From an optimization exercise on the open Yosys and OpenROAD flow, aimed at a short achievable clock period and few clock cycles; shortcuts taken in it are not production practice. The RTL was checked by simulation tests, not by an equivalence proof against the original design. Power figures rest on the tool's default switching activity, not on a simulated workload.

==> design/flow/design.v <==
module cpusim_alu (
    input  wire [15:0] g,       
    input  wire [15:0] p,       
    input  wire        f,       
    input  wire        no,      
    input  wire        c1,      
    input  wire        e15,     
    input  wire        nm_and,  
    input  wire        copy,    
    input  wire        jx,      
    input  wire        pt,      
    input  wire        fetch,   
    input  wire        f_st,    
    input  wire        rd_q,    
    input  wire        xv,      
    input  wire        erd,     
    output wire [15:0] out,
    output wire        rd,      
    output wire        v_n,     
    output wire        we_n     
);
    wire [15:0] o = g | p;      
    wire [15:0] g1, p1, g2, p2, g3, p3, g4;
    genvar i;
    generate
        for (i = 0; i < 16; i = i + 1) begin : pre
            if (i >= 1) begin
                assign g1[i] = g[i] | (o[i] & g[i-1]);
                assign p1[i] = p[i] & p[i-1];
            end else begin
                assign g1[i] = g[i];
                assign p1[i] = p[i];
            end
            if (i >= 2) begin
                assign g2[i] = g1[i] | (p1[i] & g1[i-2]);
                assign p2[i] = p1[i] & p1[i-2];
            end else begin
                assign g2[i] = g1[i];
                assign p2[i] = p1[i];
            end
            if (i >= 4) begin
                assign g3[i] = g2[i] | (p2[i] & g2[i-4]);
                assign p3[i] = p2[i] & p2[i-4];
            end else begin
                assign g3[i] = g2[i];
                assign p3[i] = p2[i];
            end
            if (i >= 8) begin
                assign g4[i] = g3[i] | (p3[i] & g3[i-8]);
            end else begin
                assign g4[i] = g3[i];
            end
        end
    endgenerate
    wire [15:0] sum = p ^ {g4[14:0], 1'b0};    
    wire [15:0] res = f ? sum : g;
    assign out = no ? ~res : res;
    wire z_add0 = ~p[0] & (&(p[14:1] ~^ o[13:0]));
    wire z_add1 =  p[0] & (&(p[14:1] ^ g[13:0]));
    wire z_and0 = ~|g[14:0];
    wire z_and1 = &g[14:0];
    wire is_zero = f ? (no ? z_add1 : z_add0) : (no ? z_and1 : z_and0);
    wire n_match = f ? (g4[14] ~^ e15) : nm_and;
    wire cond = (is_zero ~^ c1) & n_match;
    wire taken = copy | cond;
    assign rd   = jx & ~xv & (taken ^ pt);
    assign v_n  = fetch & ~rd & ~rd_q & ~erd;
    assign we_n = f_st & ~rd & ~rd_q & ~erd;
endmodule
module cpusim_core (
    input  wire        clk,
    input  wire        rst,         
    output wire [15:0] mem_addr,
    output wire        mem_re,
    output wire        mem_we,
    output wire [15:0] mem_wdata,
    input  wire [15:0] mem_rdata
);
    localparam [2:0] OP_STORE  = 3'b000;
    localparam [2:0] OP_LOAD   = 3'b001;
    localparam [2:0] OP_SETLOW = 3'b010;   
    localparam [2:0] OP_SETTOP = 3'b011;   
    localparam [2:0] OP_COPY   = 3'b100;
    localparam [2:0] OP_ALU    = 3'b101;
    reg [15:0] pc;       
    reg [15:0] ir;       
    reg        v;        
    reg [15:0] r2, r3, r4, r5, r6, r7;
    reg [15:0] madr;     
    reg        we;       
    reg        pt;       
    reg        rd;       
    reg [15:0] raddr;
    reg        rj4;      
    reg [15:0] ag, ap;   
    reg        a_f, a_no;
    reg        a_e15;    
    reg        a_nm;
    reg [15:0] wdata;    
    reg [15:0] cv;       
    reg        cv4;      
    wire [2:0] op   = ir[2:0];
    wire [2:0] dst  = ir[8:6];
    wire [2:0] src  = ir[5:3];           
    reg d_ld, d_mem, d_slow, d_stop, d_copy, d_alu, d_jx, d_j4;
    reg fzx, fox, fsx, fzy, foy, fsy;    
    reg d_xv, x_cj, x_ux, x_uy, x_k, x_kv, x_pol;    
    wire x_z  = x_ux ? (x_pol ? fox : fzx) : (x_pol ? foy : fzy);
    wire x_s  = (x_ux ? fsx : fsy) ^ x_pol;
    wire r_z  = x_k ? ~x_kv : x_z;
    wire r_s  = x_k ? x_kv : x_s;
    wire d_xt = x_cj | ((r_z == ir[13]) & (r_s == ir[12]));
    wire xv_n, cj_n, ux_n, uy_n, k_n, kv_n, pol_n;
    cpusim_exact u_exact (
        .f (mem_rdata), .copyj (cj_n), .xv (xv_n), .use_x (ux_n), .use_y (uy_n),
        .is_k (k_n), .k_val (kv_n), .pol (pol_n)
    );
    reg [7:2] d_cp;                      
    wire e_ld   = v & d_ld;
    wire e_mem  = v & d_mem;
    wire e_slow = v & d_slow;
    wire e_stop = v & d_stop;
    wire e_copy = v & d_copy;
    wire e_alu  = v & d_alu;
    wire [7:2] e_cp = {6{v}} & d_cp;
    wire [15:0] copy_value = cv4 ? r4 : cv;
    assign mem_addr  = madr;
    assign mem_we    = we;
    assign mem_re    = ~we;
    assign mem_wdata = wdata;
    wire        fetch = ~e_mem;
    wire [15:0] f     = mem_rdata;        
    wire [15:0] pc_n;
    wire [15:0] ca1, ca2, ca3, ca4;
    genvar i;
    generate
        for (i = 0; i < 16; i = i + 1) begin : inc
            assign ca1[i] = (i >= 1) ? (madr[i] & madr[i-1]) : madr[i];
            assign ca2[i] = (i >= 2) ? (ca1[i] & ca1[i-2]) : ca1[i];
            assign ca3[i] = (i >= 4) ? (ca2[i] & ca2[i-4]) : ca2[i];
            assign ca4[i] = (i >= 8) ? (ca3[i] & ca3[i-8]) : ca3[i];
            if (i == 0) begin
                assign pc_n[i] = ~madr[i];
            end else begin
                assign pc_n[i] = madr[i] ^ ca4[i-1];
            end
        end
    endgenerate
    wire [15:0] r2n = e_cp[2] ? copy_value : r2;
    wire [15:0] r3n = e_cp[3] ? copy_value : r3;
    wire [15:0] r4n = e_cp[4] ? copy_value : r4;
    wire [15:0] r5n = e_cp[5] ? copy_value : r5;
    wire [15:0] r6n = e_cp[6] ? copy_value : r6;
    wire [15:0] r7n = e_cp[7] ? copy_value :
                      e_slow ? {ir[10:3], r7[7:0]} :
                      e_stop ? {r7[15:8], ir[10:3]} : r7;
    wire [15:0] raddr_n = pt ? pc : copy_value;
    wire        erd     = v & d_jx & d_xv & (d_xt ^ pt);
    wire [15:0] naddr_n, ag_n, ap_n, cv_n;
    wire        f_pt, f_st, e15_n, nm_n;
    cpusim_fetch u_fetch (
        .f (f), .fetch (fetch),
        .q0 (fetch ? pc_n : pc),
        .hold (rst | rd | erd),
        .alt (rst ? 16'h0000 : rd ? (rj4 ? r4 : raddr) : erd ? raddr_n : 16'h0000),
        .r2n (r2n), .r3n (r3n), .r5n (r5n), .r6n (r6n), .r7n (r7n),
        .r4n (r4n), .cv_n (cv_n),
        .naddr_n (naddr_n), .f_pt (f_pt), .f_st (f_st), .ag_n (ag_n), .ap_n (ap_n),
        .e15_n (e15_n), .nm_n (nm_n)
    );
    wire [15:0] alu_out;
    wire        v_n, we_n, rd_n;
    cpusim_alu u_alu (
        .g (ag), .p (ap), .f (a_f), .no (a_no),
        .c1 (ir[13]), .e15 (a_e15), .nm_and (a_nm),
        .copy (d_copy), .jx (v & d_jx),
        .pt (pt), .fetch (fetch), .f_st (f_st), .rd_q (rd),
        .xv (d_xv), .erd (erd),
        .out (alu_out), .rd (rd_n), .v_n (v_n), .we_n (we_n)
    );
    wire        rj4_n   = ~pt & d_j4;
    always @(posedge clk) madr <= naddr_n;
    always @(posedge clk) begin
        if (rst) begin
            pc    <= 16'h0000;
            ir    <= 16'h0000;
            v     <= 1'b0;
            r2    <= 16'h0000;
            r3    <= 16'h0000;
            r4    <= 16'h0000;
            r5    <= 16'h0000;
            r6    <= 16'h0000;
            r7    <= 16'h0000;
            rd    <= 1'b0;
            raddr <= 16'h0000;
            rj4   <= 1'b0;
            we    <= 1'b0;
            pt    <= 1'b0;
            ag    <= 16'h0000;
            ap    <= 16'h0000;
            wdata <= 16'h0000;
            a_f   <= 1'b0;
            a_no  <= 1'b0;
            a_e15 <= 1'b0;
            a_nm  <= 1'b0;
            cv    <= 16'h0000;
            cv4   <= 1'b0;
            d_ld   <= 1'b0;
            d_mem  <= 1'b0;
            d_slow <= 1'b0;
            d_stop <= 1'b0;
            d_copy <= 1'b0;
            d_alu  <= 1'b0;
            d_jx   <= 1'b0;
            d_j4   <= 1'b0;
            d_xv   <= 1'b0;
            x_cj   <= 1'b0;
            x_ux   <= 1'b0;
            x_uy   <= 1'b0;
            x_k    <= 1'b0;
            x_kv   <= 1'b0;
            x_pol  <= 1'b0;
            fzx    <= 1'b0;
            fox    <= 1'b0;
            fsx    <= 1'b0;
            fzy    <= 1'b0;
            foy    <= 1'b0;
            fsy    <= 1'b0;
            d_cp   <= 6'd0;
        end else begin
            r7 <= r7n;
            r2 <= r2n;
            r3 <= r3n;
            r4 <= e_alu ? alu_out : r4n;
            r5 <= r5n;
            if (e_ld) r6 <= mem_rdata;
            else      r6 <= r6n;
            v     <= v_n;
            we    <= we_n;
            rd    <= rd_n;
            raddr <= raddr_n;
            rj4   <= rj4_n;
            if (f_st) wdata <= r7n;
            if (fetch) begin
                ir    <= f;
                pc    <= pc_n;
                pt    <= f_pt;
                ag    <= ag_n;
                ap    <= ap_n;
                a_e15 <= e15_n;
                a_nm  <= nm_n;
                cv    <= cv_n;
                cv4   <= (f[5:3] == 3'd4) & e_alu;
                d_ld   <= (f[2:0] == OP_LOAD);
                d_mem  <= (f[2:1] == 2'b00);
                d_slow <= (f[2:0] == OP_SETLOW);
                d_stop <= (f[2:0] == OP_SETTOP);
                d_copy <= (f[2:0] == OP_COPY);
                d_alu  <= (f[2:0] == OP_ALU);
                d_jx   <= ((f[2:0] == OP_COPY) & (f[8:6] == 3'd0)) |
                          ((f[2:0] == OP_ALU) & (f[5:3] != 3'd0));
                d_j4   <= (f[2:0] == OP_ALU) & (f[5:3] == 3'd4);
                d_xv   <= xv_n;
                x_cj   <= cj_n;
                x_ux   <= ux_n;
                x_uy   <= uy_n;
                x_k    <= k_n;
                x_kv   <= kv_n;
                x_pol  <= pol_n;
                fzx    <= (r2n[14:0] == 15'd0);
                fox    <= &r2n[14:0];
                fsx    <= r2n[15];
                fzy    <= (r3n[14:0] == 15'd0);
                foy    <= &r3n[14:0];
                fsy    <= r3n[15];
                d_cp   <= {(f[8:6] == 3'd7), (f[8:6] == 3'd6), (f[8:6] == 3'd5),
                           (f[8:6] == 3'd4), (f[8:6] == 3'd3), (f[8:6] == 3'd2)} &
                          {6{f[2:0] == OP_COPY}};
                a_f   <= f[7];
                a_no  <= f[6];
            end
        end
    end
endmodule
module cpusim_fetch (
    input  wire [15:0] f,         
    input  wire        fetch,     
    input  wire [15:0] q0,        
    input  wire        hold,      
    input  wire [15:0] alt,
    input  wire [15:0] r2n, r3n, r5n, r6n, r7n,
    output reg  [15:0] naddr_n,
    output wire        f_pt,      
    output wire        f_st,      
    output wire [15:0] ag_n,
    output wire [15:0] ap_n,
    input  wire [15:0] r4n,       
    output reg  [15:0] cv_n,      
    output wire        e15_n,     
    output wire        nm_n
);
    localparam [2:0] OP_STORE  = 3'b000;
    localparam [2:0] OP_COPY   = 3'b100;
    localparam [2:0] OP_ALU    = 3'b101;
    wire [2:0] f_op  = f[2:0];
    wire [2:0] f_src = f[5:3];
    wire f_mem   = (f_op[2:1] == 2'b00);
    wire f_copyj = (f_op == OP_COPY) & (f[8:6] == 3'd0);
    wire f_aluj  = (f_op == OP_ALU) & (f[13:12] != 2'b11);
    wire f_hi    = (f_src[2:1] == 2'b11) | (f_src == 3'd5);    
    assign f_pt  = (f_copyj & (f_hi | (f_src == 3'd0))) | (f_aluj & f_hi);
    assign f_st  = fetch & (f_op == OP_STORE);
    wire sel5 = fetch & (f_mem | ((f_copyj | f_aluj) & (f_src == 3'd5)));
    wire sel6 = fetch & (f_copyj | f_aluj) & (f_src == 3'd6);
    wire sel7 = fetch & (f_copyj | f_aluj) & (f_src == 3'd7);
    wire sel0 = ~(sel5 | sel6 | sel7);
    always @(*) begin
        naddr_n = ({16{~hold & sel0}} & q0) | ({16{~hold & sel5}} & r5n) |
                  ({16{~hold & sel6}} & r6n) | ({16{~hold & sel7}} & r7n) | alt;
    end
    always @(*) begin
        case (f_src)
            3'd0: cv_n = q0;
            3'd1: cv_n = f;
            3'd2: cv_n = r2n;
            3'd3: cv_n = r3n;
            3'd4: cv_n = r4n;
            3'd5: cv_n = r5n;
            3'd6: cv_n = r6n;
            default: cv_n = r7n;
        endcase
    end
    wire [15:0] ix_z = f[11] ? 16'h0000 : r2n;
    wire [15:0] iy_z = f[9]  ? 16'h0000 : r3n;
    wire [15:0] ix_n = f[10] ? ~ix_z : ix_z;
    wire [15:0] iy_n = f[8]  ? ~iy_z : iy_z;
    assign ag_n = ix_n & iy_n;
    assign ap_n = (ix_z ^ iy_z) ^ {16{f[10] ^ f[8]}};
    assign e15_n = ap_n[15] ^ f[12] ^ f[6];
    assign nm_n  = ag_n[15] ~^ (f[12] ^ f[6]);
endmodule
module cpusim_exact (
    input  wire [15:0] f,
    output wire        copyj,    
    output wire        xv,       
    output wire        use_x,    
    output wire        use_y,    
    output wire        is_k,     
    output wire        k_val,
    output wire        pol
);
    localparam [2:0] OP_COPY   = 3'b100;
    localparam [2:0] OP_ALU    = 3'b101;
    wire a_zx = f[11], a_nx = f[10], a_zy = f[9], a_ny = f[8], a_f = f[7], a_no = f[6];
    wire x_pass = a_zy & (a_f ? ~a_ny : a_ny);    
    wire y_pass = a_zx & (a_f ? ~a_nx : a_nx);
    wire k_zero = ~a_f & ((a_zx & ~a_nx) | (a_zy & ~a_ny));    
    assign copyj = (f[2:0] == OP_COPY) & (f[8:6] == 3'd0);
    assign use_x = x_pass & ~a_zx;
    assign use_y = ~use_x & y_pass & ~a_zy;
    assign is_k  = (x_pass | y_pass | k_zero) & ~use_x & ~use_y;
    assign k_val = k_zero ? a_no : x_pass ? (a_nx ^ a_no) : (a_ny ^ a_no);
    assign pol   = use_x ? (a_nx ^ a_no) : (a_ny ^ a_no);
    assign xv    = copyj | ((f[2:0] == OP_ALU) & (x_pass | y_pass | k_zero) & (f[5:3] != 3'd4));
endmodule
==> design/flow/run.sh <==
#!/bin/bash
# synth_recipe.tcl (not shown) runs the flow's synth.tcl, then flattens the netlist and writes it again
# the make line also repeats each setting of config.mk as NAME=value (left out here)
make -C /OpenROAD-flow-scripts/flow DESIGN_CONFIG=/design/flow/config.mk WORK_HOME=/design/flow/orfs CLKGATE_MAP_FILE= SYNTH_SCRIPT=/design/flow/synth_recipe.tcl finish
==> design/flow/config.mk <==
export PLATFORM = sky130hd
export DESIGN_NAME = cpusim_core
export DESIGN_NICKNAME = cpusim_core
export VERILOG_FILES = /design/flow/design.v
export SDC_FILE = /design/flow/constraint.sdc
export NUM_CORES = 4
export LEC_CHECK = 0
export ABC_AREA = 1
export CAP_MARGIN = 20
export CORE_MARGIN = 2
export CORE_UTILIZATION = 60
export SETUP_SLACK_MARGIN = 4.5
export SLEW_MARGIN = 20
export SYNTH_HIERARCHICAL = 1
==> design/flow/constraint.sdc <==
create_clock -name core_clock -period 7.0 [get_ports {clk}]
set_input_delay 1.4000 -clock core_clock [delete_from_list [all_inputs] [get_ports {clk}]]
set_output_delay 1.4000 -clock core_clock [all_outputs]
set_load 0.01 [all_outputs]
==> summary.md, run 1 <==
| Metric | Value |
|---|---|
| Outcome | finished clean |
| Wire per inst | 22.0 um |
| Die ar. | 0.0268 mm^2 |
| Final nets | 2380 |
| Placed Area | about 0.016 mm^2 |
| GRT Util Overall | 43.0% |
| CTS buffer count | 28 |
| Worst setup EP type | register |
| Core area | around 0.025 mm^2 |
| GPL Wtd Cong | 0.986 |
| Clock Skew | 31.3 ps |
| Total clock sinks | 252 |
| Final Instance Count excl. Fillers | about 2700 |
| Max Slew Vio Count | 0 |
| Root Driver | clkbuf_16 |
| Initial Utilization | approximately 61% |
| # rows | 58 |
| Fmax | around 400 MHz |
| Final instance area | 0.0174 mm^2 |
| Worst hold path class | reg -> reg |
| Boundary Pins | 52 |
| Most frequent cells in the layout | nand2_1, nor2_1, inv_1, o21ai_0, dfxtp_1 |
| Total gr overflow | 0 |
| Arrival time at the worst endpoint | 2970 ps |
| # hold bufs at CTS | 0 |
| # fillers | around 2200 |
| CTS max path bufs | 3 |
| Setup Crit Path Kind | in -> reg |
| H-tree depth | 1 |
| Worst-path fanout max | 8 |
| MaxCap Viol Count | 0 |
| DRT Wirelength | roughly 60 mm |
| Slew at the pin closest to its max-slew limit | 769 ps |
| Peak supply drop | 207 uV |
| Number of global-route vias before repair | 15200 |
| CTS tree | done |
| Most common cell after layout, fill and taps aside | nand2_1 |
| Period utilization | 35.5% |
| Clk Latency, worst-skew pair | roughly 580 ps |
| RSZ-0062 raised after global routing | yes |
| Mapped cell area | 0.0153 mm^2 |
| Leak | 7.88 nW |
| Hold Vio Cnt, Final | 0 |
| Area Overhead vs Synth | 14.0% |
| Clock Pin Slew Worst Setup and Hold Paths | 60 ps |
| Vias | 16800 |
| Yosys warnings | 8 |
| Chip height | 164 um |
| Detailed Place HPWL | about 40 mm |
| Avg Cell Area, Syn | 6.52 um^2 |
| Chip Width | 164 um |
| P per Cell Area | 211 mW/mm^2 |
| Minimum clock period | 2480 ps |
| Setup TNS | 0 ps |
| Antenna violations before repair | 5 |
| DP Cell Count | approximately 2600 |
| First drt pass iteration count | 6 |
| Largest net degree at the start of global routing | 90 |
| Layout cells sized above 1 | 13.9% |
| Global-route wire length before repair | between 80 and 90 mm |
| Port buffer count | 51 |
| Post-Syn Instances | 2343 |
| Syn nets | 2362 |
| Max-slew headroom | 48.2% |
| Final setup fails | 0 |
| Post-route ant nets | 0 |
| Initial DRC count | 2402 |
| Residual DRC count | 0 |
| Vias per cell | 6.18 |
| CP required | 7490 ps |
| Startpoint class of the critical path | primary input |
path summary, 6_finish.rpt:
path	from	endpoint	depth (start not counted)	slack (ps)
setup / recovery	mem_rdata[8]	madr[8]$_DFF_P_	11	4520
hold / removal	d_j4$_SDFFE_PP0N_	rj4$_SDFF_PP0_	2	450
setup reg to reg	cv4$_SDFFE_PP0N_	cv[3]$_SDFFE_PP0N_	10	4540
hold reg to reg	d_j4$_SDFFE_PP0N_	rj4$_SDFF_PP0_	2	450
area by class of cell:
class | instances | area [um^2] | share of cell area (%)
Multi-Input combinational cell | 1673 | 8790 | 50.4
Sequential cell | 252 | 5090 | 29.2
Inverter | 299 | 1190 | 6.85
Timing Repair Buffer | 104 | 908 | 5.22
Clock buffer | 36 | 781 | 4.48
Tap cell | 330 | 413 | 2.37
Clock inverter | 16 | 218 | 1.25
Timing Repair inverter | 3 | 20.0 | 0.115
Antenna cell | 2 | 5.00 | 0.0287
critical path, cell delays in order:
cell,delay (ps)
clkdlybuf4s15_2,260
buf_12,160
nor2_1,150
nand3_2,120
nand2_4,180
nand2_4,100
nor2_4,180
nand2_4,130
nor2_1,140
nor2_2,70
nand3_1,70
state kept, by name (all words and copies together) (netlist names), 6 cells and up:
register,count
r7,16
ag,16
wdata,16
ap,16
r2,16
r3,16
ir,10
pc,16
raddr,16
d_cp,6
cv,16
r5,16
r6,16
r4,16
madr,16
per-layer routing:
metal	share of wire [%]	track usage [%]
met1	39	57.8
met2	43	65.7
met3	13	10.3
met4	4.8	18.5
met5	0.045	0
metrics by stage:
stage                     util (%)  worst slack [ps]  hold slack, ps  power, mW
final                         69.4              4520             445       3.67
after global routing          69.3              4490             460       3.75
after CTS                     68.2              4510             446       3.62
after detailed placement      62.6              2840             441       2.04
after global placement        62.6              2930             438       2.03
after floorplan                  -              4460             420       1.88
where the power goes:
group,internal (mW),switching [mW],total [mW]
sequential,1.48,0.0568,1.54
clock,0.941,0.657,1.60
combinational,0.167,0.363,0.530
timing repair:
action,CTS,global route
setup endpoints to repair,266,49
cloned,4,3
pin swaps,9,8
setup buffers,27,15
resized for setup,260,45
Testbench counts, summed over its fixed seeds: cycles 38,464.
==> inputs of run 2 (changes only) <==
--- a/design/flow/config.mk
+++ b/design/flow/config.mk
@@ -9,5 +9,5 @@
 export CAP_MARGIN = 20
 export CORE_MARGIN = 2
-export CORE_UTILIZATION = 60
+export CORE_UTILIZATION = 40
 export SETUP_SLACK_MARGIN = 4.5
 export SLEW_MARGIN = 20
==> run 2 against run 1 <==
Clock power hardly changed. Worst hold slack better by 8.4 ps. Count of clock-buffer cells in the layout is 5 higher. Sequential cell count did not move. Combinational power grew 2%. Via count shrank 5.4%. Global-route usage shrank 12 points. Largest power group unchanged. Core utilization decreased by 22 points. Maximum frequency increased by 0.34%. Total power is 0.54% lower. Highest routed layer is now met4. Worst setup slack better by 8.5 ps.
==> summary.md, run 2 <==
| Metric | Value |
|---|---|
| Post-route ant nets | 0 (unchanged) |
| First drt pass iteration count | 8 (+2) |
| Setup Crit Path Kind | reg -> reg |
| # hold bufs at CTS | 0 (unchanged) |
| RSZ-0062 raised after global routing | yes |
| Area Overhead vs Synth | 16.5% |
| CP required | 7510 ps (+20 ps) |
| Chip height | 199 um (+22%) |
| Period utilization | 35.4% (-0.12 points) |
| Most common cell after layout, fill and taps aside | nand2_1 |
| Worst reg-to-reg setup slack | 4530 ps (about the same) |
| Global-route wire length before repair | 91.7 mm (+4.4%) |
| Hold Vio Cnt, Final | 0 (unchanged) |
| Largest net degree at the start of global routing | 163 (+81%) |
| Leak | 7.99 nW (+1.4%) |
| Total clock sinks | 252 (unchanged) |
| P per Cell Area | 205 mW/mm^2 (-2.7%) |
| Startpoint class of the critical path | register |
| Antenna violations before repair | 1 (-4) |
| Max-slew headroom | 38.9% (-9.3 points) |
| Max Slew Vio Count | 0 (unchanged) |
| Wire per inst | 21.0 um (-4.5%) |
| Final hold slack | 454 ps (+8.36 ps) |
| Final nets | 2396 (+0.67%) |
| Yosys warnings | 8 (unchanged) |
| Chip Width | 199 um (+22%) |
| Vias per cell | 5.45 (-12%) |
| Port buffer count | 51 (unchanged) |
| Clock Skew | 9.39 ps (-21.9 ps) |
| GPL Wtd Cong | 0.973 (-1.3%) |
| Fmax | 404 MHz (+0.34%) |
| Final setup fails | 0 (unchanged) |
| Outcome | finished clean |
| DRT Wirelength | 61.2 mm (+2.5%) |
| CTS tree | done |
| Die ar. | 0.0398 mm^2 (+49%) |
| GRT Util Overall | 30.9% (-12 points) |
| Vias | 15900 (-5.4%) |
| Slew at the pin closest to its max-slew limit | 916 ps (+147 ps) |
| H-tree depth | 1 (unchanged) |
| Worst hold path class | reg -> reg |
| Clk Latency, worst-skew pair | 580 ps (about the same) |
| CTS buffer count | 30 (+7.1%) |
| Minimum clock period | 2470 ps (-8.47 ps) |
| Boundary Pins | 52 (unchanged) |
| Mapped cell area | 0.0153 mm^2 (unchanged) |
| Clock Pin Slew Worst Setup and Hold Paths | 60 ps (about the same) |
| Core area | 0.0377 mm^2 (+50%) |
| Initial Utilization | 40.6% (-20 points) |
| Number of global-route vias before repair | 14900 (-2.2%) |
| Avg Cell Area, Syn | 6.52 um^2 (unchanged) |
| Post-Syn Instances | 2343 (unchanged) |
| # rows | 71 (+22%) |
| Worst-path fanout max | 32 (+24) |
| Layout cells sized above 1 | 14.5% (+0.57 points) |
| Most frequent cells in the layout | nand2_1, nor2_1, inv_1, o21ai_0, dfxtp_1 |
| Worst setup EP type | register |
| Arrival time at the worst endpoint | 2980 ps (about the same) |
| Total gr overflow | 0 (unchanged) |
| Initial DRC count | 1210 (-50%) |
| Peak supply drop | 164 uV (-21%) |
| CTS max path bufs | 3 (unchanged) |
| Detailed Place HPWL | 43.6 mm (+9.8%) |
| MaxCap Viol Count | 0 (unchanged) |
| Residual DRC count | 0 (unchanged) |
| Power Total | 3.65 mW (-0.54%) |
| Setup TNS | 0 ps (unchanged) |
| Root Driver | clkbuf_16 |
| Syn nets | 2362 (unchanged) |
run 2: per-stage QoR:
stage / setup slack, ps / instance area [um^2] / utilization, % / cells
floorplan: 4460 / 15400 / - / 2343
global placement: 3200 / 16100 / 42.6 / 2805
detailed placement: 3180 / 16100 / 42.6 / 2805
CTS: 4480 / 17600 / 46.6 / 2900
global route: 4380 / 17800 / 47.3 / 2911
finish: 4530 / 17800 / 47.3 / 2912
run 2: cell type report:
cell class	instances	area, um^2
Clock inverter	14	111
Tap cell	511	639
Timing Repair Buffer	121	1110
Sequential cell	252	5100
Inverter	299	1200
Timing Repair inverter	1	7.51
Clock buffer	41	863
Multi-Input combinational cell	1672	8760
Antenna cell	1	2.50
Fill cell	3942	19900
run 2: critical path: stages, from the launching register on:
cell        delay (ps)
dfxtp_1            320
buf_8              170
nand2_1            140
clkinvlp_4         410
o21ai_0            720
nand3_1            130
o21ai_0            140
a211oi_1            90
o2111ai_1           80
nor2_1              70
nor2_1             120
run 2: what timing repair did:
action	4_1_cts	5_1_grt
endpoints found under the setup margin	140	74
pin swaps	11	11
cloned	6	0
gates resized for setup	244	68
setup buffers	34	11
run 2: report_power, final:
group,internal [mW],total (mW),switching (mW)
Clock,0.899,1.57,0.669
Combinational,0.177,0.541,0.363
Sequential,1.48,1.54,0.0544
run 2: final timing paths:
path,from,to,depth (start not counted)
worst min register to register,d_j4$_SDFFE_PP0N_,rj4$_SDFF_PP0_,2
worst max register to register,v$_SDFF_PP0_,cv[4]$_SDFFE_PP0N_,10
worst max-delay path,v$_SDFF_PP0_,cv[4]$_SDFFE_PP0N_,10
worst min-delay path,d_j4$_SDFFE_PP0N_,rj4$_SDFF_PP0_,2
run 2: routing by layer:
layer  up-vias  GRT usage, %  routed length, um
met5         -             0                  0
met4         0          16.1               3390
met3       153          4.41               4540
met2       632          49.2              27200
met1      7426          40.6              26100
li1       7654             -                  -
==> inputs of run 3 (changes only) <==
--- a/design/flow/config.mk
+++ b/design/flow/config.mk
@@ -9,5 +9,5 @@
 export CAP_MARGIN = 20
 export CORE_MARGIN = 2
-export CORE_UTILIZATION = 40
+export CORE_UTILIZATION = 25
 export SETUP_SLACK_MARGIN = 4.5
 export SLEW_MARGIN = 20
==> run 3 against run 2 <==
Critical endpoint is now mem_addr[12]. Critical path type is now reg -> out. Sequential share of layout area is 0.45 points lower. Area after synthesis stayed put. Sequential power hardly changed. Combinational power is 3% lower. Via count is 0.86% lower. Clock skew is 21 ps higher. Maximum frequency is 0.52% lower. Die area is 59% higher. Critical path depth is 9 lower. Clock power hardly changed.
==> summary.md, run 3 <==
| Metric | Value |
|---|---|
| Outcome | finished clean |
| Reg-to-reg endpoint | cv[15]$_SDFFE_PP0N_ |
| GPL Wtd Cong | 0.938 (-3.6%) |
| Setup Crit Path Kind | reg -> out |
| P_sw | 1.06 mW (-2.1%) |
| Int Pwr | 2.55 mW (-0.40%) |
| Worst-path fanout max | 4 (-88%) |
| Worst setup EP type | primary output |
| H-tree depth | 1 (unchanged) |
| CP required | 5600 ps (-1910 ps) |
| RR Startpoint | madr[11]$_DFF_P_ |
| Clk Latency, worst-skew pair | 590 ps (about the same) |
| Power Total | 3.61 mW (-0.90%) |
| First drt pass iteration count | 5 (-3) |
| Global-route wire length before repair | 87.6 mm (-4.5%) |
| GRT Util Overall | 17.7% (-13 points) |
| Worst slack, placed | 3050 ps (-132 ps) |
| Setup TNS | 0 ps (unchanged) |
| Placed Area | 0.0164 mm^2 (+1.9%) |
| Number of global-route vias before repair | 14500 (-2.4%) |
| Boundary Pins | 52 (unchanged) |
| Post-route ant nets | 0 (unchanged) |
| Most frequent cells in the layout | nand2_1, nor2_1, inv_1, o21ai_0, dfxtp_1 |
| CP top delay family | flip-flops |
| Syn nets | 2362 (unchanged) |
| Detailed Place HPWL | 41.3 mm (-5.2%) |
| Worst hold path class | reg -> reg |
| Worst r2r path cells | 13 (+3) |
| Avg Cell Area, Syn | 6.52 um^2 (unchanged) |
| Slew at the pin closest to its max-slew limit | 949 ps (+32.7 ps) |
| Sequential share of power | 42.6% (+0.4 points) |
| Yosys warnings | 8 (unchanged) |
| Wire per inst | 18.2 um (-13%) |
| Most common cell after layout, fill and taps aside | nand2_1 |
| Peak supply drop | 208 uV (+27%) |
| RSZ-0062 raised after global routing | yes |
| # fillers | 6693 (+70%) |
| Clock Pin Slew Worst Setup and Hold Paths | 60 ps (about the same) |
| Die ar. | 0.0631 mm^2 (+59%) |
| Hold_sp | d_j4$_SDFFE_PP0N_ |
| Largest net degree at the start of global routing | 62 (-62%) |
| Initial DRC count | 1460 (+21%) |
| Chip Width | 251 um (+26%) |
| # rows | 90 (+27%) |
| Crit path buffers/inverters | 1 (-1) |
| Storage element area | 0.00513 mm^2 (+0.49%) |
| Area Overhead vs Synth | 18.9% |
| Hold path depth | 2 (unchanged) |
| Multi-input gate area | 0.00875 mm^2 (-0.21%) |
| Root Driver | clkbuf_16 |
| Mapped cell area | 0.0153 mm^2 (unchanged) |
| Leak | 7.96 nW (-0.43%) |
| Hold Vio Cnt, Final | 0 (unchanged) |
| Period utilization | 35.5% (+0.18 points) |
| Antenna diodes | 0 (-1) |
| Max Slew Vio Count | 0 (unchanged) |
| Startpoint class of the critical path | register |
| Total gr overflow | 0 (unchanged) |
| Clk pwr share | 43.0% (about the same) |
| Vias per cell | 4.94 (-9.3%) |
| CTS tree | done |
| Worst reg-to-reg setup slack | 4580 ps (+50 ps) |
| Final hold slack | 459 ps (+5.20 ps) |
| Max-slew headroom | 36.6% (-2.3 points) |
| Port buffer count | 51 (unchanged) |
| CTS buffer count | 31 (+3.3%) |
| Chip height | 251 um (+26%) |
| Arrival time at the worst endpoint | 1090 ps (-1890 ps) |
| DRT Wirelength | 57.9 mm (-5.4%) |
| P per Cell Area | 199 mW/mm^2 (-2.9%) |
| Initial Utilization | 25.3% (-15 points) |
| Final instance area | 0.0182 mm^2 (+2.1%) |
| Vias | 15700 (-0.86%) |
| Final worst slack | 4510 ps (-12.9 ps) |
| Clock Skew | 30.3 ps (+20.9 ps) |
| Gate power share | 14.5% (-0.3 points) |
| Layout cells sized above 1 | 14.2% (-0.29 points) |
| Worst Hold End | rj4$_SDFF_PP0_ |
| Final setup fails | 0 (unchanged) |
| Fmax | 402 MHz (-0.52%) |
| CTS max path bufs | 3 (unchanged) |
| Antenna violations before repair | 0 (-1) |
| Residual DRC count | 0 (unchanged) |
| Final nets | 2396 (unchanged) |
| Worst path cell trace | buf_6 |
| Total clock sinks | 252 (unchanged) |
| Slowest stage delay, CP | 380 ps (-340 ps) |
| CP max stage cell | dfxtp_4 |
| Sw frac | 29.4% (-0.36 points) |
| Post-Syn Instances | 2343 (unchanged) |
| MaxCap Viol Count | 0 (unchanged) |
| Core area | 0.0604 mm^2 (+60%) |
| Minimum clock period | 2490 ps (+12.9 ps) |
## run 3: what timing repair did
action,in CTS,in global routing
hold buffers,0,0
setup endpoints to repair,167,59
pin swaps,6,7
setup buffers,30,17
gates resized for setup,286,57
cloned,3,3
## run 3: worst max-delay path by stage
stage | startpoint | to | slack (ps) | depth (start not counted)
4_1_cts | madr[12]$_DFF_P_ | mem_addr[12] | 4490 | 1
6_report | madr[12]$_DFF_P_ | mem_addr[12] | 4510 | 1
3_3_place_gp | mem_rdata[4] | cv[8]$_SDFFE_PP0N_ | 3080 | 10
2_1_floorplan | rst | madr[10]$_DFF_P_ | 4460 | 10
3_5_place_dp | mem_rdata[4] | cv[8]$_SDFFE_PP0N_ | 3050 | 10
5_1_grt | v$_SDFF_PP0_ | we$_SDFF_PP0_ | 4450 | 10
## run 3: power by group through the flow
| stage | sequential (mW) | clock [mW] | combinational [mW] |
|---|---|---|---|
| final | 1.54 | 1.55 | 0.524 |
| after global routing | 1.54 | 1.62 | 0.574 |
| after CTS | 1.53 | 1.57 | 0.500 |
| after detailed placement | 1.57 | 0 | 0.472 |
| after global placement | 1.57 | 0 | 0.473 |
| after floorplan | 1.55 | 0 | 0.335 |
## run 3: layout make-up
type / count / area share (%)
flip-flops and latches: 252 / 28.2
well taps: 782 / 5.38
repair buffers: 118 / 6.17
repair inverters: 4 / 0.158
multi-input cells: 1671 / 48.1
clock buffers: 46 / 5.02
inverters: 299 / 6.60
clock inverters: 10 / 0.330
## run 3: routing by layer
metal | wire, um | vias to the layer above | GRT usage, %
li1 | - | 7650 | -
met2 | 25600 | 609 | 28.0
met4 | 2470 | 0 | 6.80
met5 | 0 | - | 0
met3 | 4170 | 127 | 2.81
met1 | 25700 | 7343 | 24.2
## run 3: stage by stage
stage	cells	utilization [%]
after floorplan	2343	-
after global placement	3073	27.1
after detailed placement	3073	27.1
after CTS	3162	29.6
after global routing	3182	30.1
final	3182	30.1
==> inputs of run 4 (changes only) <==
--- a/design/flow/config.mk
+++ b/design/flow/config.mk
@@ -10,5 +10,5 @@
 export CORE_MARGIN = 2
 export CORE_UTILIZATION = 25
-export SETUP_SLACK_MARGIN = 4.5
+export SETUP_SLACK_MARGIN = 5
 export SLEW_MARGIN = 20
 export SYNTH_HIERARCHICAL = 1
==> run 4 against run 3 <==
Combinational power increased by 39%. Sequential cell count unchanged. Register-to-register slack improved by 180 ps. Critical path type unchanged. Highest routed layer unchanged.
==> summary.md, run 4 <==
| Metric | Value |
|---|---|
| CP top delay family | flip-flops |
| Clock Pin Slew Worst Setup and Hold Paths | 60 ps (about the same) |
| # rows | 90 (unchanged) |
| Chip Width | 251 um (unchanged) |
| Antenna violations before repair | 0 (unchanged) |
| Global-route wire length before repair | 95.2 mm (+8.7%) |
| Post-Syn Instances | 2343 (unchanged) |
| Final hold slack | 443 ps (-15.4 ps) |
| Clk Latency, worst-skew pair | 570 ps (-20 ps) |
| Peak supply drop | 174 uV (-16%) |
| H-tree depth | 1 (unchanged) |
| Final nets | 2537 (+5.9%) |
| RSZ-0062 raised after global routing | yes |
| Die ar. | 0.0631 mm^2 (unchanged) |
| GPL Wtd Cong | 0.971 (+3.5%) |
| CP max stage cell | dfxtp_4 |
| Total gr overflow | 0 (unchanged) |
| Vias | 16700 (+6.3%) |
| Sw frac | 29.2% (-0.27 points) |
| First drt pass iteration count | 6 (+1) |
| Largest net degree at the start of global routing | 83 (+34%) |
| Most frequent cells in the layout | nor2_1, nand2_1, inv_1, dfxtp_1, o21ai_0 |
| Layout cells sized above 1 | 30.4% (+16 points) |
| Leak | 9.35 nW (+18%) |
| Worst setup EP type | primary output |
| Worst path cell trace | buf_6 |
| Residual DRC count | 0 (unchanged) |
| Worst hold path class | reg -> reg |
| CP required | 5600 ps (about the same) |
| Final setup fails | 0 (unchanged) |
| Total clock sinks | 252 (unchanged) |
| Area Overhead vs Synth | 40.6% |
| Crit path buffers/inverters | 1 (unchanged) |
| Port buffer count | 51 (unchanged) |
| Arrival time at the worst endpoint | 1060 ps (-30 ps) |
| Root Driver | clkbuf_16 |
| Initial Utilization | 25.3% (unchanged) |
| Initial DRC count | 1663 (+14%) |
| Most common cell after layout, fill and taps aside | nor2_1 |
| Chip height | 251 um (unchanged) |
| Core area | 0.0604 mm^2 (unchanged) |
| CTS tree | done |
| Setup Crit Path Kind | reg -> out |
| P per Cell Area | 180 mW/mm^2 (-9.3%) |
| Yosys warnings | 8 (unchanged) |
| Detailed Place HPWL | 42.3 mm (+2.5%) |
| Number of global-route vias before repair | 15300 (+5.4%) |
| Fmax | 406 MHz (+1.1%) |
| Antenna diodes | 0 (unchanged) |
| P_sw | 1.13 mW (+6.3%) |
| Int Pwr | 2.75 mW (+7.7%) |
| Vias per cell | 5.04 (+2.0%) |
| Boundary Pins | 52 (unchanged) |
| Clk pwr share | 41.5% (-1.5 points) |
| Worst-path fanout max | 3 (-1) |
| Gate power share | 18.7% (+4.2 points) |
| MaxCap Viol Count | 0 (unchanged) |
| CTS buffer count | 29 (-6.5%) |
| Hold Vio Cnt, Final | 0 (unchanged) |
| Slowest stage delay, CP | 380 ps (about the same) |
| GRT Util Overall | 19.4% (+1.7 points) |
| Outcome | finished clean |
| Max-slew headroom | 60.2% (+24 points) |
| CTS max path bufs | 3 (unchanged) |
| Sequential share of power | 39.8% (-2.8 points) |
| Clock Skew | 10.8 ps (-19.5 ps) |
| Avg Cell Area, Syn | 6.52 um^2 (unchanged) |
| Slew at the pin closest to its max-slew limit | 597 ps (-352 ps) |
| Period utilization | 35.2% (-0.38 points) |
| Wire per inst | 19.6 um (+7.4%) |
| Minimum clock period | 2460 ps (-26.7 ps) |
| Syn nets | 2362 (unchanged) |
| Post-route ant nets | 0 (unchanged) |
| Setup TNS | 0 ps (unchanged) |
| Startpoint class of the critical path | register |
| DRT Wirelength | 64.9 mm (+12%) |
| Max Slew Vio Count | 0 (unchanged) |
| Mapped cell area | 0.0153 mm^2 (unchanged) |
==> run 4: area by class of cell <==
cell class,instances,area (um^2)
multi-input combinational,1674,10100
timing repair inverter,6,53.8
inverter,299,1300
fill,6357,38900
timing repair buffer,256,2840
sequential,252,5240
tap,782,978
clock buffer,40,807
clock inverter,9,170
==> run 4: through the flow <==
step	cells	utilization, %	setup WS [ps]	cell area [um^2]	power [mW]
floorplan	2343	-	4460	15800	1.90
global placement	3070	27.5	3150	16600	2.06
detailed placement	3070	27.5	3130	16600	2.06
CTS	3246	33.0	4530	19900	3.78
global route	3318	35.6	4520	21500	4.00
finish	3318	35.6	4540	21500	3.88
==> run 4: final timing paths <==
kind                          start                  end  slack (ps)  depth (start not counted)
setup reg to reg    madr[0]$_DFF_P_  cv[13]$_SDFFE_PP0N_        4760                         16
setup / recovery    madr[3]$_DFF_P_          mem_addr[3]        4540                          1
hold reg to reg   d_j4$_SDFFE_PP0N_       rj4$_SDFF_PP0_         440                          2
hold / removal    d_j4$_SDFFE_PP0N_       rj4$_SDFF_PP0_         440                          2
==> run 4: tightest hold or removal path, delay by kind of cell (launching register included) <==
family	cells	cell delay (ps)
AND/OR/NAND/NOR	2	110
flip-flops	1	290
==> run 4: metal layers <==
metal  vias up  track usage (%)  wire, um
li1       7950                -         -
met1      7873             26.0     27200
met2       753             30.6     28900
met3       146             2.44      5210
met4         0             10.1      3540
met5         -                0         0
==> run 4: timing repair <==
item / 4_1_cts / 5_1_grt
buffers inserted: 113 / 66
cloned: 14 / 6
pin swaps: 95 / 133
hold buffers: 0 / 0
setup endpoints to repair: 251 / 130
resized for setup: 623 / 261
==> run 4: power by group through the flow <==
stage          sequential [mW]  clock (mW)  combinational (mW)
6_report                  1.54        1.61               0.726
5_1_grt                   1.55        1.68               0.772
2_1_floorplan             1.55           0               0.356
4_1_cts                   1.54        1.62               0.624
3_3_place_gp              1.57           0               0.484
3_5_place_dp              1.57           0               0.484
==> inputs of run 5 (changes only) <==
--- a/design/flow/design.v
+++ b/design/flow/design.v
@@ -89,4 +89,5 @@
     reg [15:0] madr;     
     reg        we;       
+    reg        re;       
     reg        pt;       
     reg        rd;       
@@ -125,7 +126,6 @@
     wire [7:2] e_cp = {6{v}} & d_cp;
     wire [15:0] copy_value = cv4 ? r4 : cv;
-    assign mem_addr  = madr;
     assign mem_we    = we;
-    assign mem_re    = ~we;
+    assign mem_re    = re;
     assign mem_wdata = wdata;
     wire        fetch = ~e_mem;
@@ -180,4 +180,5 @@
     );
     wire        rj4_n   = ~pt & d_j4;
+    cpusim_oreg u_oreg (.clk (clk), .d (naddr_n), .q (mem_addr));
     always @(posedge clk) madr <= naddr_n;
     always @(posedge clk) begin
@@ -196,4 +197,5 @@
             rj4   <= 1'b0;
             we    <= 1'b0;
+            re    <= 1'b1;
             pt    <= 1'b0;
             ag    <= 16'h0000;
@@ -238,4 +240,5 @@
             v     <= v_n;
             we    <= we_n;
+            re    <= ~we_n;
             rd    <= rd_n;
             raddr <= raddr_n;
@@ -364,2 +367,9 @@
     assign xv    = copyj | ((f[2:0] == OP_ALU) & (x_pass | y_pass | k_zero) & (f[5:3] != 3'd4));
 endmodule
+module cpusim_oreg (
+    input  wire        clk,
+    input  wire [15:0] d,
+    output reg  [15:0] q
+);
+    always @(posedge clk) q <= d;
+endmodule
==> run 5 against run 4 <==
Still clean on timing, DRC and antenna. Core utilization decreased by 0.15 points. Area after synthesis grew 1.7%. Non-clock buffer count fell by 20. Highest routed layer unchanged.
==> summary.md, run 5 <==
| Metric | Value |
|---|---|
| CP required | 5600 ps (about the same) |
| # rows | 91 (+1.1%) |
| Fmax | 410 MHz (+1.0%) |
| Post-Syn Instances | 2373 (+1.3%) |
| Largest net degree at the start of global routing | 91 (+9.6%) |
| Final instance area | 0.0218 mm^2 (+1.6%) |
| Number of global-route vias before repair | 15700 (+2.5%) |
| Chip height | 253 um (+0.82%) |
| Port buffer count | 51 (unchanged) |
| CTS tree | done |
| Total clock sinks | 269 (+6.7%) |
| Final setup fails | 0 (unchanged) |
| Detailed Place HPWL | 43.0 mm (+1.5%) |
| Antenna violations before repair | 2 (+2) |
| Worst path cell trace | buf_6 |
| Root Driver | clkbuf_16 |
| Clk Latency, worst-skew pair | 580 ps (about the same) |
| Period utilization | 34.8% (-0.35 points) |
| Wire per inst | 19.8 um (+1.1%) |
| Syn nets | 2392 (+1.3%) |
| # hold bufs at CTS | 0 (unchanged) |
| Most common cell after layout, fill and taps aside | nand2_1 |
| Vias per cell | 5.01 (-0.56%) |
| Mapped cell area | 0.0155 mm^2 (+1.7%) |
| Initial DRC count | 1641 (-1.3%) |
| Slew at the pin closest to its max-slew limit | 558 ps (-38.8 ps) |
| MaxCap Viol Count | 0 (unchanged) |
| Leak | 9.42 nW (+0.68%) |
| Clk pwr share | 40.8% (-0.7 points) |
| Minimum clock period | 2440 ps (-24.3 ps) |
| Area Overhead vs Synth | 40.6% (about the same) |
| Arrival time at the worst endpoint | 1040 ps (-20 ps) |
| Worst-path fanout max | 2 (-1) |
| Initial Utilization | 25.2% (-0.093 points) |
| P per Cell Area | 182 mW/mm^2 (+1.0%) |
| CTS max path bufs | 3 (unchanged) |
| Gate power share | 17.9% (-0.8 points) |
| Vias | 17000 (+1.5%) |
| Worst setup EP type | primary output |
| Antenna diodes | 0 (unchanged) |
| Hold Vio Cnt, Final | 0 (unchanged) |
| Startpoint class of the critical path | register |
| Chip Width | 253 um (+0.82%) |
| Sw frac | 29.5% (+0.32 points) |
| Die ar. | 0.0642 mm^2 (+1.7%) |
| Yosys warnings | 9 (+1) |
| P_sw | 1.17 mW (+3.8%) |
| Total gr overflow | 0 (unchanged) |
| Max-slew headroom | 62.8% (+2.6 points) |
| Most frequent cells in the layout | nand2_1, nor2_1, inv_1, dfxtp_1, o21ai_0 |
| Global-route wire length before repair | 97.1 mm (+2.0%) |
| Clock Pin Slew Worst Setup and Hold Paths | 60 ps (about the same) |
| Clock Skew | 16.7 ps (+5.98 ps) |
| Peak supply drop | 172 uV (-1.2%) |
| DRT Wirelength | 67.0 mm (+3.3%) |
| Post-route ant nets | 0 (unchanged) |
| Max Slew Vio Count | 0 (unchanged) |
| Setup Crit Path Kind | reg -> out |
| Worst hold path class | reg -> reg |
| Slowest stage delay, CP | 350 ps (-30 ps) |
| CP top delay family | flip-flops |
| GPL Wtd Cong | 0.938 (-3.3%) |
| Final nets | 2549 (+0.47%) |
| Crit path buffers/inverters | 1 (unchanged) |
| RSZ-0062 raised after global routing | yes |
| Sequential share of power | 41.3% (+1.5 points) |
| Int Pwr | 2.81 mW (+2.2%) |
| GRT Util Overall | 19.9% (+0.51 points) |
| Layout cells sized above 1 | 31.2% (+0.80 points) |
| Residual DRC count | 0 (unchanged) |
| CTS buffer count | 29 (unchanged) |
| Placed Area | 0.0169 mm^2 (+2.1%) |
| Boundary Pins | 52 (unchanged) |
| First drt pass iteration count | 5 (-1) |
| Setup TNS | 0 ps (unchanged) |
| Outcome | finished clean |
| Core area | 0.0616 mm^2 (+2.1%) |
| CP max stage cell | dfxtp_2 |
| Avg Cell Area, Syn | 6.55 um^2 (+0.39%) |
| H-tree depth | 1 (unchanged) |
-- run 5: cell count changes in the layout (fill, tap and decap cells not counted), moves of 14 or more --
cell / previous run / this run
nor2_2: 14 / 29
dfxtp_2: 31 / 49
o21ai_2: 36 / 52
dfxtp_4: 41 / 26
nor2_1: 346 / 319
nand2_1: 314 / 336
dfxtp_1: 180 / 194
-- run 5: repair_timing --
item	CTS	global route
cloned	17	5
resized for setup	656	316
endpoints found under the setup margin	298	132
setup buffers	92	62
pin swaps	69	113
-- run 5: power by group through the flow --
| stage | clock network (mW) | logic [mW] | registers (mW) |
|---|---|---|---|
| after floorplan | 0 | 0.353 | 1.65 |
| after global placement | 0 | 0.484 | 1.67 |
| after detailed placement | 0 | 0.484 | 1.67 |
| after CTS | 1.64 | 0.612 | 1.64 |
| after global routing | 1.70 | 0.761 | 1.65 |
| final | 1.62 | 0.713 | 1.65 |
-- run 5: layer usage --
metal / wire length (um) / up-vias / global-route usage [%] / part of all wire, %
met5: 0 / - / 0 / 0
met4: 4530 / 0 / 11.7 / 6.8
met3: 5760 / 237 / 3.21 / 8.6
met2: 30400 / 847 / 32.4 / 45
met1: 26300 / 7877 / 24.9 / 39
li1: - / 8018 / - / -
-- run 5: cell type report --
class,instances,area (um^2)
clock buffer,36,792
clock inverter,16,193
fill,6395,39800
inverter,305,1330
multi-input combinational,1684,10300
sequential,269,5540
tap,837,1050
timing repair buffer,236,2620
timing repair inverter,5,42.5
-- run 5: worst reg2reg max path: stages, from the launching register on --
cell and delay, ps:
dfxtp_4 370, inv_4 50, nand2_2 60, nand3_2 70
nand3_2 80, nand2_1 50, nand2_1 50, nand2_1 60
nand2_2 130, nand2_2 80, nand2_4 110, nand3_4 80
nand3_4 110, clkinv_8 120, nand4_4 170, o21bai_1 100
nor2_1 180, nand3_1 120
-- run 5: path summary, 6_finish.rpt --
check / from / endpoint / slack (ps) / cells after the start
worst min-delay path: fox$_SDFFE_PP0N_ / fox$_SDFFE_PP0N_ / 470 / 2
worst max register to register: x_ux$_SDFFE_PP0N_ / u_oreg.q[11]$_DFF_P_ / 4890 / 17
worst max-delay path: wdata[11]$_SDFFE_PP0P_ / mem_wdata[11] / 4560 / 1
worst min register to register: fox$_SDFFE_PP0N_ / fox$_SDFFE_PP0N_ / 470 / 2
-- run 5: through the flow --
step	hold slack [ps]	instances	util, %	power [mW]	setup WS, ps
2_1_floorplan	420	2373	-	2.00	4440
3_3_place_gp	453	3160	27.5	2.16	3020
3_5_place_dp	462	3160	27.5	2.16	3000
4_1_cts	473	3321	32.8	3.89	4530
5_1_grt	488	3388	35.5	4.12	4530
6_report	470	3388	35.5	3.98	4560
Testbench counts of run 5, summed over its fixed seeds: cycles 38,464.
==> inputs of run 6 (changes only) <==
--- a/design/flow/config.mk
+++ b/design/flow/config.mk
@@ -9,5 +9,7 @@
 export CAP_MARGIN = 20
 export CORE_MARGIN = 2
-export CORE_UTILIZATION = 25
+export CORE_UTILIZATION = 30
+export CTS_CLUSTER_DIAMETER = 100
+export CTS_CLUSTER_SIZE = 16
 export SETUP_SLACK_MARGIN = 5
 export SLEW_MARGIN = 20
==> run 6 against run 5 <==
Die area shrank 16%. Still clean on timing, DRC and antenna. Register-to-register slack worse by 30 ps. First-iteration DRC count up 26%. Critical path type unchanged. Worst hold slack about the same. Clock power fell by 31%.
==> summary.md, run 6 <==
| Metric | Value |
|---|---|
| Initial Utilization | 30.3% (+5.1 points) |
| Total gr overflow | 0 (unchanged) |
| Vias | 17400 (+2.5%) |
| P per Cell Area | 162 mW/mm^2 (-11%) |
| CP endpoint | mem_addr[15] |
| Area Overhead vs Synth | 40.0% |
| # rows | 83 (-8.8%) |
| Worst reg-to-reg setup slack | 4860 ps (-30 ps) |
| Worst path cell trace | buf_6 |
| Clk Latency, worst-skew pair | 530 ps (-50 ps) |
| Largest net degree at the start of global routing | 89 (-2.2%) |
| RR Startpoint | v$_SDFF_PP0_ |
| CTS tree | done |
| CP required | 5600 ps (about the same) |
| Most frequent cells in the layout | nor2_1, nand2_1, inv_1, dfxtp_1, o21ai_0 |
| Worst setup EP type | primary output |
| CTS max path bufs | 3 (unchanged) |
| Chip height | 232 um (-8.6%) |
| Clock Skew | 13.7 ps (-3.02 ps) |
| Clock Pin Slew Worst Setup and Hold Paths | 80 ps (+20 ps) |
| RSZ-0062 raised after global routing | yes |
| Reg-to-reg endpoint | cv[1]$_SDFFE_PP0N_ |
| Setup TNS | 0 ps (unchanged) |
| Post-route ant nets | 0 (unchanged) |
| Slew at the pin closest to its max-slew limit | 592 ps (+33.9 ps) |
| Yosys warnings | 9 (unchanged) |
| Antenna violations before repair | 1 (-1) |
| Port buffer count | 51 (unchanged) |
| Number of global-route vias before repair | 16100 (+2.5%) |
| Vias per cell | 5.40 (+7.7%) |
| DRT Wirelength | 69.7 mm (+4.1%) |
| Die ar. | 0.0536 mm^2 (-16%) |
| H-tree depth | 1 (unchanged) |
| Wire per inst | 21.6 um (+9.3%) |
| Setup Crit Path Kind | reg -> out |
| Hold Vio Cnt, Final | 0 (unchanged) |
| Global-route wire length before repair | 100 mm (+3.5%) |
| Syn nets | 2392 (unchanged) |
| CP top delay family | flip-flops |
| Stages on worst setup path | 1 (unchanged) |
| Max-slew headroom | 60.5% (-2.3 points) |
| Detailed Place HPWL | 45.2 mm (+5.1%) |
| Core area | 0.0513 mm^2 (-17%) |
| Outcome | finished clean |
| Final nets | 2564 (+0.59%) |
| Post-Syn Instances | 2373 (unchanged) |
| Residual DRC count | 0 (unchanged) |
| Worst r2r path cells | 10 (-7) |
| MaxCap Viol Count | 0 (unchanged) |
| Avg Cell Area, Syn | 6.55 um^2 (unchanged) |
| Peak supply drop | 161 uV (-6.2%) |
| Total clock sinks | 269 (unchanged) |
| Max Slew Vio Count | 0 (unchanged) |
| CP max stage cell | dfxtp_4 |
| Initial DRC count | 2071 (+26%) |
| Root Driver | clkbuf_16 |
| Power Total | 3.52 mW (-12%) |
| Minimum clock period | 2420 ps (-19.0 ps) |
| First drt pass iteration count | 8 (+3) |
| Period utilization | 34.5% (-0.27 points) |
| CTS buffer count | 20 (-31%) |
| Layout cells sized above 1 | 31.1% (-0.096 points) |
| Leak | 9.53 nW (+1.2%) |
| Worst hold path class | reg -> reg |
| Crit path buffers/inverters | 1 (unchanged) |
| GRT Util Overall | 24.5% (+4.5 points) |
| Mapped cell area | 0.0155 mm^2 (unchanged) |
| Fmax | 414 MHz (+0.78%) |
| Most common cell after layout, fill and taps aside | nor2_1 |
| Slowest stage delay, CP | 370 ps (+20 ps) |
| Final setup fails | 0 (unchanged) |
| GPL Wtd Cong | 0.984 (+4.8%) |
| Arrival time at the worst endpoint | 1020 ps (-20 ps) |
| # hold bufs at CTS | 0 (unchanged) |
| Startpoint class of the critical path | register |
| Worst-path fanout max | 1 (-1) |
| Critical path origin | u_oreg.q[15]$_DFF_P_ |
| Antenna diodes | 0 (unchanged) |
| Chip Width | 232 um (-8.6%) |
| Boundary Pins | 52 (unchanged) |
| Hold_sp | d_copy$_SDFFE_PP0N_ |
run 6: report_power, final:
part           switching, mW  leakage, nW  internal (mW)  total (mW)
sequential            0.0604         2.22           1.58        1.64
combinational          0.464         7.04          0.299       0.763
clock                  0.572        0.267          0.544        1.12
run 6: final cells by class:
class	instances	area [um^2]
Multi-Input combinational cell	1681	10500
Timing Repair inverter	6	48.8
Inverter	305	1340
Tap cell	680	851
Fill cell	5113	29500
Timing Repair Buffer	262	2960
Sequential cell	269	5550
Clock buffer	23	543
run 6: worst min-delay path by stage:
stage                                 to  slack, ps  cells past startpoint
global placement    d_cp[7]$_SDFFE_PP0N_        460                      2
CTS                  d_copy$_SDFFE_PP0N_        470                      2
finish               d_copy$_SDFFE_PP0N_        470                      2
floorplan                 rj4$_SDFF_PP0_        420                      2
detailed placement   d_copy$_SDFFE_PP0N_        460                      2
global route           r5[13]$_SDFF_PP0_        500                      2
run 6: per-layer routing:
layer | vias up | track usage, % | wire, um
met3 | 233 | 3.11 | 5340
met5 | - | 0 | 0
li1 | 8000 | - | -
met1 | 8287 | 30.8 | 27500
met2 | 889 | 40.4 | 32200
met4 | 0 | 13.7 | 4680
run 6: timing repair:
action                                  4_1_cts  5_1_grt
pin swaps                                   122      158
endpoints found under the setup margin      300      163
gates cloned                                 15        5
setup buffers                               128       49
resized for setup                           724      260
run 6: metrics by stage:
stage          hold slack (ps)  cells  util (%)  setup slack (ps)  cell area (um^2)
3_3_place_gp               455   3006      32.7              3090             16800
4_1_cts                    473   3172      39.6              4570             20300
5_1_grt                    495   3226      42.4              4570             21800
2_1_floorplan              420   2373         -              4440             16100
3_5_place_dp               460   3006      32.7              2980             16800
6_report                   470   3226      42.4              4580             21800
==> inputs of run 7 (changes only) <==
--- a/design/flow/config.mk
+++ b/design/flow/config.mk
@@ -9,5 +9,5 @@
 export CAP_MARGIN = 20
 export CORE_MARGIN = 2
-export CORE_UTILIZATION = 30
+export CORE_UTILIZATION = 20
 export CTS_CLUSTER_DIAMETER = 100
 export CTS_CLUSTER_SIZE = 16
==> run 7 against run 6 <==
Clock power hardly changed. Area after synthesis stayed put. Register-to-register slack worse by 60 ps. Worst setup slack worse by 3.8 ps. Critical path depth stayed put. Total power is 0.35% lower. Highest routed layer is now met5. Synthesized cell count stayed put. Still clean on timing, DRC and antenna. Worst hold slack worse by 18 ps. Cell count is 11% higher. First-iteration DRC count is 5.5% lower. Non-clock buffer count is 2 higher.
==> summary.md, run 7 <==
| Metric | Value |
|---|---|
| Clk Latency, worst-skew pair | 540 ps (about the same) |
| Leak | 9.43 nW (-1.0%) |
| Residual DRC count | 0 (unchanged) |
| Final Instance Count excl. Fillers | 3588 (+11%) |
| Initial DRC count | 1958 (-5.5%) |
| MaxCap Viol Count | 0 (unchanged) |
| Vias | 17200 (-1.4%) |
| Post-route ant nets | 0 (unchanged) |
| Initial Utilization | 20.1% (-10 points) |
| Number of global-route vias before repair | 15700 (-2.4%) |
| Startpoint class of the critical path | register |
| Final nets | 2567 (+0.12%) |
| Largest net degree at the start of global routing | 88 (-1.1%) |
| Port buffer count | 51 (unchanged) |
| Die ar. | 0.0799 mm^2 (+49%) |
| Setup TNS | 0 ps (unchanged) |
| H-tree depth | 1 (unchanged) |
| Avg Cell Area, Syn | 6.55 um^2 (unchanged) |
| Global-route wire length before repair | 98.6 mm (-1.8%) |
| Slowest stage delay, CP | 370 ps (about the same) |
| Mapped cell area | 0.0155 mm^2 (unchanged) |
| Hold Vio Cnt, Final | 0 (unchanged) |
| Detailed Place HPWL | 44.8 mm (-0.73%) |
| Worst setup EP type | primary output |
| GRT Util Overall | 16.3% (-8.2 points) |
| CTS max path bufs | 3 (unchanged) |
| First drt pass iteration count | 8 (unchanged) |
| Final instance area | 0.0222 mm^2 (+1.8%) |
| DRT Wirelength | 69.9 mm (+0.28%) |
| Worst-path fanout max | 1 (unchanged) |
| Chip height | 283 um (+22%) |
| Antenna diodes | 0 (unchanged) |
| Antenna violations before repair | 1 (unchanged) |
| Period utilization | 34.6% (+0.055 points) |
| Root Driver | clkbuf_16 |
| Clock Pin Slew Worst Setup and Hold Paths | 90 ps (about the same) |
| RSZ-0062 raised after global routing | yes |
| Total clock sinks | 269 (unchanged) |
| Syn nets | 2392 (unchanged) |
| Layout cells sized above 1 | 31.2% (+0.093 points) |
| Crit path buffers/inverters | 1 (unchanged) |
| Most common cell after layout, fill and taps aside | nand2_1 |
| Worst path cell trace | buf_6 |
| Peak supply drop | 144 uV (-11%) |
| CP top delay family | flip-flops |
| Max-slew headroom | 24.4% (-36 points) |
| Boundary Pins | 52 (unchanged) |
| Outcome | finished clean |
| Setup Crit Path Kind | reg -> out |
| Worst hold path class | reg -> reg |
| Max Slew Vio Count | 0 (unchanged) |
| Clock Skew | 24.9 ps (+11.2 ps) |
| Post-Syn Instances | 2373 (unchanged) |
| Fmax | 413 MHz (-0.16%) |
| Wire per inst | 19.5 um (-9.8%) |
| Chip Width | 283 um (+22%) |
| Vias per cell | 4.78 (-11%) |
| Total gr overflow | 0 (unchanged) |
| CP required | 5600 ps (about the same) |
| CP max stage cell | dfxtp_4 |
| CTS buffer count | 20 (unchanged) |
| Minimum clock period | 2420 ps (+3.82 ps) |
| Most frequent cells in the layout | nand2_1, nor2_1, inv_1, dfxtp_1, o21ai_0 |
| Yosys warnings | 9 (unchanged) |
| Arrival time at the worst endpoint | 1020 ps (about the same) |
| # rows | 102 (+23%) |
| P per Cell Area | 158 mW/mm^2 (-2.2%) |
| Area Overhead vs Synth | 42.6% |
| Placed Area | 0.0172 mm^2 (+2.8%) |
| CTS tree | done |
| GPL Wtd Cong | 0.961 (-2.3%) |
| Core area | 0.0772 mm^2 (+51%) |
| Post-route core utilization | 28.7% (-14 points) |
| Final setup fails | 0 (unchanged) |
| Slew at the pin closest to its max-slew limit | 1130 ps (+540 ps) |
| DP Cell Count | 3367 (+12%) |
[run 7: cell count changes in the layout (fill, tap and decap cells not counted), sizes merged]
| cell | change |
|---|---|
| nand2 | +1 |
| clkdlybuf4s50 | -2 |
| bufbuf | +4 |
| clkinv | +1 |
| inv | -2 |
| clkinvlp | +1 |
| nand3 | +1 |
| buf | -4 |
| dlygate4sd2 | +2 |
[run 7: layout make-up]
class	count	area (um^2)
Tap cell	1040	1300
Clock buffer	21	526
Timing Repair inverter	5	45.0
Multi-Input combinational cell	1683	10300
Timing Repair Buffer	264	3100
Clock inverter	1	5.00
Fill cell	8278	55000
Inverter	305	1340
Sequential cell	269	5560
[run 7: final timing paths]
check / from / end / slack, ps / cells after the start
worst min register to register: d_j4$_SDFFE_PP0N_ / rj4$_SDFF_PP0_ / 450 / 2
worst max-delay path: u_oreg.q[0]$_DFF_P_ / mem_addr[0] / 4580 / 1
worst min-delay path: d_j4$_SDFFE_PP0N_ / rj4$_SDFF_PP0_ / 450 / 2
worst max register to register: x_pol$_SDFFE_PP0N_ / u_oreg.q[1]$_DFF_P_ / 4800 / 18
[run 7: stage by stage]
step	worst slack [ps]	hold WS, ps	power (mW)
6_report	4580	451	3.51
5_1_grt	4570	488	3.62
4_1_cts	4570	452	3.38
3_5_place_dp	3030	441	2.16
3_3_place_gp	3080	433	2.16
2_1_floorplan	4440	420	2.00
[run 7: what timing repair did]
| item | CTS | global route |
|---|---|---|
| buffers inserted | 95 | 77 |
| pin swaps | 93 | 164 |
| gates resized for setup | 672 | 329 |
| setup endpoints to repair | 293 | 162 |
| hold buffers | 0 | 0 |
| cloned | 20 | 7 |
[run 7: per-layer routing]
metal  GRT usage (%)  part of all wire [%]  vias to the layer above  wire length [um]
met5               0                 0.019                        -                13
met2            26.4                    45                      818             31400
li1                -                     -                     8036                 -
met1            20.3                    40                     8048             28000
met4            8.38                   6.5                        2              4570
met3            3.42                   8.5                      256              5980
[run 7: where the power goes]
group | switching (mW) | total [mW] | internal [mW]
Sequential | 0.0637 | 1.65 | 1.58
Combinational | 0.457 | 0.757 | 0.300
Clock | 0.574 | 1.11 | 0.531
Total | 1.09 | 3.51 | 2.41

re-timing with driven ports:
No port has a modelled driver above. Below, the same layouts with a new extraction and two added sets of constraints. Step 1 assumes that a clkbuf_16 drives the clock port and a buf_2 every other input. Step 2 also shifts input and output timing later by t, the mid clock arrival at the registers, as if the neighbouring blocks saw the same clock. a / b / c = no drivers / after step 1 / after step 2; a / b = the first two.
run	t, ns	slack for setup (ns)	hold WS [ns]	latest minus earliest clock arrival (ns)	worst data-port slew with drivers (ns)
run 1	0.619	4.517 / 4.483 / 3.930	0.445 / 0.445 / 0.445	0.032 / 0.031	0.04
run 2	0.627	4.525 / 4.478 / 3.945	0.454 / 0.454 / 0.454	0.011 / 0.010	0.04
run 3	0.631	4.512 / 4.454 / 3.967	0.459 / 0.459 / 0.459	0.031 / 0.030	0.05
run 4	0.619	4.539 / 4.482 / 4.204	0.443 / 0.443 / 0.443	0.011 / 0.011	0.13
run 5	0.629	4.563 / 4.509 / 4.011	0.470 / 0.470 / 0.470	0.017 / 0.018	0.26
run 6	0.578	4.582 / 4.529 / 4.182	0.470 / 0.470 / 0.470	0.014 / 0.014	0.08
run 7	0.581	4.578 / 4.524 / 3.987	0.451 / 0.451 / 0.451	0.025 / 0.025	0.24
After both steps every run listed still meets setup and hold. For run 7, which loses most, drivers alone change the setup slack by -0.054 ns; drivers and shift together by -0.591 ns.
